Source: an optimization exercise on an open RTL-to-GDS flow (aim: small area, a short achievable clock period and few clock cycles per item). Production flows keep margins and buffers that such runs may drop.
For this run, only the layout was checked, not whether the RTL still works.
Power is estimated from default activity; no workload was simulated.

## config.mk

```make
export PLATFORM = sky130hd
export DESIGN_NAME = lcg_step
export DESIGN_NICKNAME = lcg_step
export VERILOG_FILES = /design/flow/design.v
export SDC_FILE = /design/flow/constraint.sdc
export NUM_CORES = 4
export LEC_CHECK = 0
export CAP_MARGIN = 20
export CORE_MARGIN = 2
export CORE_UTILIZATION = 40
export SLEW_MARGIN = 20
```

## constraint.sdc

```tcl
create_clock -name core_clock -period 10.0 [get_ports {clk}]
set_input_delay 2.0000 -clock core_clock [delete_from_list [all_inputs] [get_ports {clk}]]
set_output_delay 2.0000 -clock core_clock [all_outputs]
set_load 0.01 [all_outputs]
```

## design.v

```verilog
module lcg_step (
    input  wire        clk,
    input  wire        rst,       
    input  wire        start,     
    input  wire [63:0] a,
    input  wire [63:0] c,
    input  wire [63:0] m,         
    input  wire [63:0] s,
    output wire        ready,
    output reg         done,
    output wire [63:0] result
);
    localparam [2:0] IDLE = 3'd0,
                     MUL  = 3'd1,
                     DIV  = 3'd2,
                     FIN1 = 3'd3,
                     FIN2 = 3'd4,
                     SHR  = 3'd5;
    localparam [67:0] NEG2K = 68'hd5555555555555554;    
    reg  [2:0]   state;
    reg  [6:0]   cnt;
    reg          first;
    reg  [7:0]   j;           
    reg  [64:0]  ra;          
    reg  [64:0]  rm;          
    reg  [67:0]  ws, wc;      
    reg  [67:0]  pl;          
    reg          pb;          
    reg          cf;          
    assign ready  = (state == IDLE);
    assign result = ra[63:0];
    function [66:0] booth_pp;    
        input [2:0]  b;
        input [63:0] x;
        reg one, two, neg;
        reg [65:0] sel;
        begin
            one = b[1] ^ b[0];
            two = (b[2] & ~b[1] & ~b[0]) | (~b[2] & b[1] & b[0]);
            neg = b[2];
            sel = one ? {2'b00, x} : two ? {1'b0, x, 1'b0} : 66'd0;
            booth_pp = {~neg, sel ^ {66{neg}}};
        end
    endfunction
    wire [2:0]  bd0 = {pl[1], pl[0], pb};
    wire [2:0]  bd1 = {pl[3], pl[2], pl[1]};
    wire [66:0] pp0 = booth_pp(bd0, ra[63:0]);
    wire [66:0] pp1 = booth_pp(bd1, ra[63:0]);
    wire [68:0] m1s = ws[67:0] ^ wc[67:0] ^ {2'b00, pp0};
    wire [68:0] m1c = {(ws & wc) | (ws & {1'b0, pp0}) | (wc & {1'b0, pp0}), bd0[2]};
    wire [2:0]  lo1 = m1s[1:0] + m1c[1:0] + cf;
    wire [66:0] x2  = m1s[68:2];
    wire [66:0] y2  = m1c[68:2];
    wire [66:0] z2  = pp1;
    wire [66:0] m2s = x2 ^ y2 ^ z2;
    wire [67:0] m2c = {(x2 & y2) | (x2 & z2) | (y2 & z2), bd1[2]};
    wire [2:0]  lo2 = m2s[1:0] + m2c[1:0] + lo1[2];
    wire        hi = rm[64];
    function [1:0] qsel;         
        input [67:0] ys, yc;
        input        h;
        reg [3:0] e;
        begin
            e = h ? ys[67:64] + yc[67:64] : ys[66:63] + yc[66:63];
            qsel = {~e[3], e[3] & (e != 4'b1111)};
        end
    endfunction
    wire [67:0] d1ys = {ws[66:0], pl[67]};
    wire [67:0] d1yc = {wc[66:0], 1'b0};
    wire [1:0]  q1   = qsel(d1ys, d1yc, hi);
    wire [67:0] d1z  = first ? (NEG2K | {66'd0, cf, 1'b0}) :
                       q1[1] ? ~{3'b000, rm} : q1[0] ? {3'b000, rm} : 68'd0;
    wire        d1ci = ~first & q1[1];
    wire [67:0] d1s  = d1ys ^ d1yc ^ d1z;
    wire [67:0] d1c  = {((d1ys & d1yc) | (d1ys & d1z) | (d1yc & d1z)), d1ci} ;
    wire [67:0] d2ys = {d1s[66:0], pl[66]};
    wire [67:0] d2yc = {d1c[66:0], 1'b0};
    wire [1:0]  q2   = qsel(d2ys, d2yc, hi);
    wire [67:0] d2z  = q2[1] ? ~{3'b000, rm} : q2[0] ? {3'b000, rm} : 68'd0;
    wire [67:0] d2s  = d2ys ^ d2yc ^ d2z;
    wire [67:0] d2c  = {((d2ys & d2yc) | (d2ys & d2z) | (d2yc & d2z)), q2[1]};
    wire        wneg = ws[67];
    wire [67:0] fop  = (state == FIN1) ? wc : (wneg ? {3'b000, rm} : 68'd0);
    wire [67:0] fsum = ws + fop;
    always @(posedge clk) begin
        if (rst) begin
            state <= IDLE;
            done  <= 1'b0;
        end else begin
            done <= 1'b0;
            case (state)
                IDLE: if (start) state <= MUL;
                MUL:  if (cnt == 7'd16) state <= DIV;
                DIV:  if (!first && cnt == 7'd0) state <= FIN1;
                FIN1: state <= FIN2;
                FIN2: if (j == 8'd0) begin state <= IDLE; done <= 1'b1; end
                      else state <= SHR;
                SHR:  if (j == 8'd2 || j == 8'd8) begin state <= IDLE; done <= 1'b1; end
                default: state <= IDLE;
            endcase
        end
    end
    always @(posedge clk) begin
        case (state)
            IDLE: begin
                ra    <= {1'b0, a};
                rm    <= {1'b0, m};
                ws    <= {4'd0, c};
                wc    <= {2'b11, 66'd0};    
                pl    <= {4'd0, s};
                pb    <= 1'b0;
                cf    <= 1'b0;
                cnt   <= 7'd0;
                j     <= 8'd0;
            end
            MUL: begin
                ws  <= {1'b0, m2s[66:2]};
                wc  <= m2c[67:2];
                cf  <= lo2[2];
                pl  <= {lo2[1:0], lo1[1:0], pl[67:4]};
                pb  <= pl[3];
                if (rm[64:57] == 8'd0 && j <= 8'd56) begin
                    rm <= {rm[56:0], 8'd0};
                    j  <= j + 8'd8;
                end else if (rm[64:63] == 2'd0 && j <= 8'd62) begin
                    rm <= {rm[62:0], 2'd0};
                    j  <= j + 8'd2;
                end
                if (cnt == 7'd16) begin
                    cnt   <= 7'd0;
                    first <= 1'b1;
                end else
                    cnt <= cnt + 7'd1;
            end
            DIV: begin
                ws    <= d2s;
                wc    <= d2c;
                pl    <= {pl[65:0], 2'b00};
                first <= 1'b0;
                if (first)
                    cnt <= 7'd32 + {1'b0, j[6:1]};
                else
                    cnt <= cnt - 7'd1;
            end
            FIN1: begin
                ws <= fsum;
            end
            FIN2: begin
                ra <= fsum[64:0];
            end
            SHR: begin
                if (j >= 8'd8) begin
                    ra <= {8'd0, ra[64:8]};
                    j  <= j - 8'd8;
                end else begin
                    ra <= {2'd0, ra[64:2]};
                    j  <= j - 8'd2;
                end
            end
            default: ;
        endcase
    end
endmodule
```

## run.sh

```bash
#!/bin/bash
# synth_recipe.tcl (not shown) runs the flow's synth.tcl, then flattens the netlist and writes it again
# the make line also repeats each setting of config.mk as NAME=value (left out here)
make -C /OpenROAD-flow-scripts/flow DESIGN_CONFIG=/design/flow/config.mk WORK_HOME=/design/flow/orfs CLKGATE_MAP_FILE= SYNTH_SCRIPT=/design/flow/synth_recipe.tcl finish
```

==> impl.org <==
** Status
- Outcome :: no timing/DRC/antenna violations

** Run
- The tool flagged a number of max-cap violations equal to 0.

** Clock tree
- The H-tree was split into 2 levels.
- For this design, the sink count on the clock tree is 355.
- Clock tree synthesis inserted a total of 48 buffers.
- Post-CTS repair changed the size of 0 cells.
- TritonCTS built the clock tree.
- After clock tree synthesis, the flow added hold-fix buffers numbering 0.
- The later pin in the worst-skew pair is clocked with a latency of 640 ps.
- Counting along the longest clock path gives a buffer depth of 3.
- Clock-pin slew was measured on the worst setup and hold paths at 60 ps.
- Root buffer cell :: sky130_fd_sc_hd__clkbuf_16
- Buffers added to address setup during post-CTS repair amount to 0.

** Global routing
- The initial antenna violation count came to 6.
- Global routing consumed, over all layers together, 32.30% of the routing resources.
- Summed over all layers, the global routing overflow is 0.
- The first global-routing pass estimated approximately 230 mm of wire.
- Largest net degree at the start of global routing :: 86
- Via count of the first global-routing pass :: 33,150

** STA
- Setup repair after global routing missed its margin :: no
- The worst path meets setup with around 2600 ps of slack.
- Number of hold violations in the final report :: 0
- # setup viols final :: 0
- Of the available clock period, the critical path in the final layout requires between 70 and 80%.
- At the pin with the least slew margin, the transition time is roughly 1100 ps.
- After layout, the minimum clock period comes to about 7400 ps.
- Total negative slack :: 0 ps
- Headroom to the max-slew limit came out at about a quarter.
- Setup Skew :: approximately 33 ps
- The count of final max-slew check failures was 0.
- Static timing analysis puts the maximum clock frequency at between 100 and 150 MHz.

** Power
- IR analysis of the VDD net gives a maximum drop of about 0.19 mV.
- For this design the static power due to leakage is roughly 16 nW.
- Switching power :: approximately 4.3 mW
- Relative contribution of the clock network to total power :: approximately a fifth
- The completed layout was analyzed and its total power is approximately 9.3 mW.
- In this run, flip-flops and latches consume 25.3% of the power.
- Power share of the combinational group :: 55.2%
- Power Internal :: just over 5 mW
- In this run the power density over the cells is 225.9 nW/um^2.
- Net switching is between 40% and 50% of the power.

** Detailed routing
- Post-route antenna net violation count :: 0
- Via Count :: roughly 35,000
- DRC violations left :: 0
- Mean routed wirelength per cell :: 27.92 microns
- 1st-pass router iterations :: 8
- After the first detailed-routing iteration, the DRC count stood at ~4,500.
- Via-to-Cell Ratio :: ~6.3
- DRT Wirelength :: 154.4 mm

** Setup path
- The worst setup path is launched from a register.
- Largest incremental delay on the critical path :: ~800 ps
- Critical Path Most Common Cell :: sky130_fd_sc_hd__a21oi_1
- Critical-path cell with the highest stage delay :: sky130_fd_sc_hd__buf_4
- Sequence of cells on the critical path :: ha_1 -> a21o_1 -> a21oi_1 -> xnor2_1 -> a21o_2 -> and3_2 -> buf_4 -> a211oi_1 -> fa_1 -> inv_1 -> ha_1 -> a21o_1 -> a21oi_1 -> xnor2_4 -> buf_4 -> inv_1 -> a21oi_1 -> mux2i_1 -> fa_1 -> a21oi_1 -> o22ai_1 -> a21oi_1
- Data arrival time of the critical path :: 7780 ps
- Required time worst endpoint :: between 10,000 and 15,000 ps
- Largest fanout on the critical path :: 42
- STA classifies the critical path endpoint as a register.
- Type of the worst setup path :: reg2reg

** Placement
- Post-place setup slack :: about 2600 ps
- RePlAce Congestion :: around 0.99
- Detailed placement finished with a half-perimeter wire length of between 100 and 150 mm.
- Port bufs :: ~320

** Synthesis
- Number of storage elements in the synthesis netlist :: 355
- Each instance of the synthesized netlist takes up on average approximately 8.3 sq um.
- After synthesis, the share of flip-flops with an asynchronous set or reset is 0%.
- Cell type contributing the most total cell area after synthesis :: sky130_fd_sc_hd__edfxtp_1
- Warning count from the yosys run :: 1
- Sorting the synthesized cells by area gives the leading types as sky130_fd_sc_hd__edfxtp_1 (29%), sky130_fd_sc_hd__fa_1 (15%), sky130_fd_sc_hd__nand2_1 (6.1%).
- The synthesized design devotes to its leading area cell type about 29% of total area.
- Gate Count Post-Synth :: approximately 4,400
- Count of flip-flops with a built-in enable after synthesis :: roughly 350
- Top FF cell, synth :: sky130_fd_sc_hd__edfxtp_1
- After synthesis the cells add up to around 36,000 sq um.
- Proportion of synthesized chip area in sequential cells :: between 20% and 30%
- Post-synthesis net count :: approximately 5,000
- Counting distinct cell types in the post-synthesis netlist gives 83.

** Floorplanning
- During I/O placement, the number of pins put on the boundary was ~330.
- Core box area :: roughly 90,000 sq um
- Die boundary width :: a little over 300 microns
- Number of rows created at floorplan :: 110
- For this configuration, the core starts out at a cell density of between 40% and 50%.
- The floorplan step defined a die boundary enclosing approximately 93,000 sq um.
- In this run the vertical extent of the chip is 305.5 microns.

** Cells and area
- Leading cell type in the layout, fill and taps excluded :: sky130_fd_sc_hd__nand2_1
- Leaving out fill and tap cells, the most frequent cells in the layout are sky130_fd_sc_hd__nand2_1 (588), sky130_fd_sc_hd__nor2_1 (434), sky130_fd_sc_hd__o21ai_0 (387).
- Nets@finish :: slightly below 5,000
- The post-route netlist has just over 5% of its cells at a drive strength greater than 1.
- Synthesis-to-finish area growth :: 13.29%

** Min path
- The path class of the tightest hold or removal check is reg2reg.
[power groups by stage]
stage	logic (mW)	clock network, mW	registers [mW]
2_1_floorplan	3.45	0	2.12
3_3_place_gp	4.95	0	2.36
3_5_place_dp	5.02	0	2.36
4_1_cts	5.05	1.83	2.33
5_1_grt	5.65	1.88	2.38
6_report	5.13	1.82	2.35
[metrics by stage]
| stage | cells | cell area, sq um | hold slack [ps] | util (%) |
|---|---|---|---|---|
| final | 5529 | 41190 | 564.4 | 45.76 |
| after global routing | 5527 | 41190 | 588.0 | 45.76 |
| after CTS | 5527 | 41190 | 568.4 | 45.76 |
| after detailed placement | 5439 | 39600 | 553.9 | 43.99 |
| after global placement | 5437 | 39550 | 539.1 | 43.94 |
| after floorplan | 4395 | 36360 | 522.4 | - |
[per-layer routing]
| layer | global-route usage (%) | part of all wire, % | up-vias |
|---|---|---|---|
| met2 | 46.24 | 42 | 2194 |
| met1 | 47.31 | 43 | 17010 |
| li1 | - | - | 15390 |
| met3 | 9.332 | 13 | 221 |
| met4 | 8.626 | 2.6 | 4 |
| met5 | 0 | 0.024 | - |
[synth_stat cells (all sizes together) (4+ instances only)]
cell	count
nand2	594
nor2	444
clkbuf	403
o21ai	391
a21oi	387
edfxtp	351
fa	271
inv	203
a22oi	197
o22ai	172
buf	123
nand3	107
xor2	93
ha	91
a31oi	66
xnor2	61
a221o	53
a221oi	51
a211oi	46
a21o	38
or2	26
nand4	20
nor3	18
and3	16
o21a	13
and2	12
o211ai	11
o21bai	11
mux2i	10
nor4	9
o221ai	9
o22a	9
mux2	8
nand2b	8
a211o	7
nor2b	6
or3	6
a21boi	4
a22o	4
and4	4
dfxtp	4
[sequential cells by signal (all words and copies together) (netlist names)]
name	count
pl	68
wc	68
pb	1
cnt	7
state	3
j	7
ws	68
rm	65
cf	1
done	1
ra	65
first	1
[worst paths after layout]
path | from | end | slack, ps | cells after the start
worst max register to register | ws[64] | ws[39] | 2580 | 22
worst min-delay path | pl[27] | pl[29] | 560 | 2
worst max-delay path | ws[64] | ws[39] | 2580 | 22
worst min register to register | pl[27] | pl[29] | 560 | 2
[critical path, delay by kind of cell, from the launching register on]
kind | cells | cell delay (ps)
flip-flops | 1 | 480
buffers and inverters | 4 | 1700
AO/OA/AOI/OAI | 10 | 1570
adder cells (fa/ha/maj) | 4 | 1700
XOR/XNOR | 2 | 930
multiplexers | 1 | 170
AND/OR/NAND/NOR | 1 | 570
[kinds of logic after synthesis]
logic type,Yosys count,share of synthesized area [%]
buffers and inverters,730,8.263
AOI/OAI and AO/OA,1498,25.69
and+or+nand+nor,1278,14.53
xor gates and xnor gates,154,3.730
adders and majority gates,362,18.05
DFF,355,29.21
muxes,18,0.5231
[final cells by class]
| cell class | count | area, sq um |
|---|---|---|
| antenna | 2 | 5.005 |
| clock buffer | 57 | 1235 |
| clock inverter | 31 | 352.8 |
| fill | 8957 | 48820 |
| inverter | 204 | 768.2 |
| multi-input combinational | 3310 | 22920 |
| sequential | 355 | 10630 |
| tap | 1176 | 1471 |
| timing repair buffer | 394 | 3809 |

==> afterwards: timing with drivers on the ports <==
Ports are ideal in the flow. The routed layout listed here was re-timed in OpenROAD.
Step 1 (the two cells are an assumption about what drives the block):
set clk [get_ports {clk}]
set_driving_cell -lib_cell sky130_fd_sc_hd__clkbuf_16 $clk
set_driving_cell -lib_cell sky130_fd_sc_hd__buf_2 [delete_from_list [all_inputs] $clk]
Step 2 adds t to the input delays and takes it off the output delays; t is the mean of the earliest and latest rising clock arrival at the registers after step 1. Input paths then give back, and output paths get back, about the clock's delay inside the block.
Three values: ideal ports, drivers, drivers and shift; two values: the first two.
t (ns): 0.695
setup slack, ns: 2.576 / 2.576 / 2.576
latest minus earliest clock arrival (ns): 0.033 / 0.033
cell pins on the clock port's net: 1
After both steps this run still meets setup and hold. For this run, drivers alone change the setup slack by 0.000 ns; drivers and shift together by 0.000 ns.
